From an optimization exercise on the open Yosys and OpenROAD flow, aimed at small area, a short achievable clock period and few clock cycles; shortcuts taken in it are not production practice.
The RTL was checked by simulation tests, not by an equivalence proof against the original design.
Power figures rest on the tool's default switching activity, not on a simulated workload.

==> flow/design.v (excerpt) <==
module lz77_compressor (
    input  wire        clk,
    input  wire        rst,        
    input  wire        wr_en,
    input  wire [6:0]  wr_addr,
    input  wire [7:0]  wr_data,
    input  wire [7:0]  in_len,     
    input  wire [15:0] lz_w,       
    input  wire [7:0]  lz_min,     
    input  wire [7:0]  lz_max,     
    input  wire        start,
    output wire        idle,
    output wire        out_valid,
    input  wire        out_ready,
    output wire [7:0]  out_data,
    output reg         done,
    output reg         err,
    output reg  [2:0]  pad
);
Size: about 6200 cells after synthesis, ~1500 flip-flops, ~75 I/O pins.
clock: 10.0 ns
lec_check: 0
cap_margin: 30
core_margin: 2
core_utilization: 55
cts_cluster_diameter: 80
cts_cluster_size: 20
slew_margin: 20
standard.sh (not shown) runs the stock make flow with config.mk's settings and CLKGATE_MAP_FILE= SYNTH_SCRIPT=/design/flow/synth_recipe.tcl, a recipe that flattens the netlist after the stock synthesis.
==> flow/flow/run.sh <==
#!/bin/bash
# The standard layout, with timing repair aimed at a 3.5 ns period
# (setup margin 6.5 ns against the 10 ns clock). make's output goes to
# flow_make.log here; each tool's own log is under orfs/logs/.
set -euo pipefail
bash standard.sh SETUP_SLACK_MARGIN=6.5 finish > flow_make.log 2>&1
Testbench counts at the start, summed over its fixed seeds: cycles 22,611.
Edit:
--- a/flow/design.v
+++ b/flow/design.v
@@ -98,89 +98,100 @@
     wire         fin     = kge ? (r == len_r) : (p + 8'd1 == len_r);
     wire         merge   = kge || k1;
     wire         restart = !merge && !k0;
     wire [7:0]   kp1     = k + 8'd1;
     wire         atl_c   = (r1 == len_r) || (kp1 == max_r);
     wire         atl_m   = (r1 == len_r) || (max_r == 8'd1);
     wire         kge_c   = (kp1 >= min_r);
     wire         kge_m   = (min_r <= 8'd1);
     reg        t1_v;
     reg        t1_m;
-    reg [7:0]  t1_d;       
+    reg [7:0]  t1_len;
+    reg [7:0]  t1_lit;
     reg [6:0]  t1_r;
     reg [6:0]  t1_j;
     reg        tok_v;
     reg        tok_m;
-    reg [7:0]  tok_d;
+    reg [7:0]  tok_len;
     reg [6:0]  tok_off;
+    reg [7:0]  tok_lit;
     reg [C-1:0] acc;       
     reg [5:0]   cnt;
     reg [3:0]   hdr_i;     
     reg         active;    
-    reg [7:0]   obuf;
-    reg         ov;
+    reg [7:0]   obuf, sbuf;
+    reg         ov, sv;
     assign out_valid = ov;
     assign out_data  = obuf;
-    wire        oroom = !ov || out_ready;
+    wire        opop = ov && out_ready;
     reg [7:0] hdr_byte;
     always @(*) begin
         case (hdr_i[2:0])
             3'd3:    hdr_byte = len_r;
             3'd4:    hdr_byte = w_r[15:8];
             3'd5:    hdr_byte = w_r[7:0];
             3'd6:    hdr_byte = min_r;
             3'd7:    hdr_byte = max_r;
             default: hdr_byte = 8'd0;
         endcase
     end
     wire        hdr_pend = !hdr_i[3];
     wire        src_ok   = active && !bad && (hdr_pend || cnt >= 6'd8 || tok_take);
-    wire        feed     = src_ok && oroom;
+    wire        feed     = src_ok && !sv;
     wire [7:0]  src_byte = hdr_pend ? hdr_byte : acc_ins[C-1:C-8];
     wire        acc_pop  = feed && !hdr_pend;
     wire [5:0]  tok_n    = tok_m ? 6'd25 : 6'd9;
     wire        tok_full = tok_v && (tok_m ? (cnt > C - 25) : (cnt > C - 9));
     wire        tok_take = tok_v && !tok_full && active;
-    wire [24:0] tok_bits = tok_m ? {1'b1, 9'd0, tok_off, tok_d}
-                                 : {1'b0, tok_d, 16'd0};
+    wire [24:0] tok_bits = tok_m ? {1'b1, 9'd0, tok_off, tok_len}
+                                 : {1'b0, tok_lit, 16'd0};
     wire [C-1:0] tok_al  = {tok_bits, {(C-25){1'b0}}};
     wire [C-1:0] acc_ins = acc | (tok_take ? (tok_al >> cnt) : {C{1'b0}});
     wire [5:0]   cnt_ins = cnt + (tok_take ? tok_n : 6'd0);
     wire [C-1:0] acc_nx  = acc_pop ? {acc_ins[C-9:0], 8'd0} : acc_ins;
     wire [5:0]   cnt_t   = tok_m ? cnt + 6'd25 : cnt + 6'd9;
     wire [5:0]   cnt_tp  = tok_m ? cnt + 6'd17 : cnt + 6'd1;
     wire [5:0]   cnt_p   = cnt - 6'd8;
     wire [5:0]   cnt_nx  = tok_take ? (acc_pop ? cnt_tp : cnt_t)
                                     : (acc_pop ? cnt_p  : cnt);
     wire         t1_mv   = t1_v && (!tok_v || tok_take);    
-    wire        drain_end = (state == S_DRAIN) && cnt == 6'd0 && !hdr_pend && oroom;
+    wire        drain_end = (state == S_DRAIN) && cnt == 6'd0 && !hdr_pend && !sv
+                            && (!ov || out_ready);
     wire        stall = t1_v && !t1_mv;
     assign      hold_cmp = in_srch && stall;
     wire        go    = in_srch && !bad;
     wire        adv   = go && !stall;             
     wire        tok_w = adv && tend;              
     always @(posedge clk) begin
         if (rst) begin
             state  <= S_IDLE;
             idle_r <= 1'b1;
             done   <= 1'b0;
             err    <= 1'b0;
             pad    <= 3'd0;
             tok_v  <= 1'b0;
             t1_v   <= 1'b0;
             cnt    <= 6'd0;
             hdr_i  <= 4'd8;
             active <= 1'b0;
             ov     <= 1'b0;
+            sv     <= 1'b0;
         end else begin
             done <= 1'b0;
-            ov <= feed || (ov && !out_ready);
+            if (!ov) begin
+                if (feed) ov <= 1'b1;
+            end else if (!sv) begin
+                if (opop && !feed) ov <= 1'b0;
+                else if (!opop && feed) sv <= 1'b1;
+            end else if (opop) begin
+                sv <= 1'b0;
+            end
             if (feed && hdr_pend)
                 hdr_i <= hdr_i + 4'd1;
             if (active)
                 cnt <= cnt_nx;
             if (tok_w)
                 t1_v <= 1'b1;
             else if (t1_mv)
                 t1_v <= 1'b0;
             if (t1_mv)
                 tok_v <= 1'b1;
@@ -226,34 +237,41 @@
                         err    <= 1'b0;
                         active <= 1'b0;
                         idle_r <= 1'b1;
                         state  <= S_IDLE;
                     end
                 end
             endcase
         end
     end
     always @(posedge clk) begin
-        if (feed)
-            obuf <= src_byte;
+        if (!ov || (!sv && opop)) begin
+            if (feed) obuf <= src_byte;
+        end else if (!sv) begin
+            if (feed) sbuf <= src_byte;
+        end else if (opop) begin
+            obuf <= sbuf;
+        end
         acc <= acc_nx;
         eq  <= eq_new;
         if (tok_w) begin
             t1_m   <= ismatch;
-            t1_d   <= ismatch ? k : litb;
+            t1_len <= k;
+            t1_lit <= litb;
             t1_r   <= r[6:0];
             t1_j   <= hi_idx;
         end
         if (t1_mv) begin
             tok_m   <= t1_m;
-            tok_d   <= t1_d;
+            tok_len <= t1_len;
             tok_off <= t1_r - t1_j;
+            tok_lit <= t1_lit;
         end
         case (state)
             S_IDLE: begin
                 len_r <= in_len;
                 w_r   <= lz_w;
                 min_r <= lz_min;
                 max_r <= lz_max;
                 bad   <= (lz_min > lz_max);
                 cur   <= mrd1;
                 litb  <= mrd0;
Total power drops by 27%.
Cell area climbs by 0.69%.
Hold slack is worse by 0.0065 ns.
Worst setup slack is worse by 0.082 ns.
Critical path depth climbs by 1.
Wire length drops by 2.9%.
Testbench counts after the change, summed over its fixed seeds: cycles 22,611.

==> static timing again, ports no longer ideal <==
The results above use ideal ports. As a check the final layouts listed here were re-extracted and re-timed, cells and wires unchanged.
Step 1 (the two cells are an assumption about what drives the block):
set clk [get_ports {clk}]
set_driving_cell -lib_cell sky130_fd_sc_hd__clkbuf_16 $clk
set_driving_cell -lib_cell sky130_fd_sc_hd__buf_2 [delete_from_list [all_inputs] $clk]
Step 2, shift: input delay + t, output delay - t, t = (earliest + latest rising clock arrival at the registers) / 2. This alone moves slack from input paths to output paths.
Slacks: ideal / step 1 / step 2; pairs: ideal / step 1.
run	shift t [ns]	setup WS [ns]	slew at the worst register clock pin (ns)	worst slew at a driven data input, ns	pins driven straight from the clock port
the first run	0.842	6.425 / 6.425 / 5.772	0.10 / 0.10	0.06	1
the second run	0.832	6.343 / 6.343 / 5.887	0.10 / 0.10	0.05	1
After both steps every run listed still meets setup and hold. For the first run, which loses most, drivers alone change the setup slack by 0.000 ns; drivers and shift together by -0.653 ns.
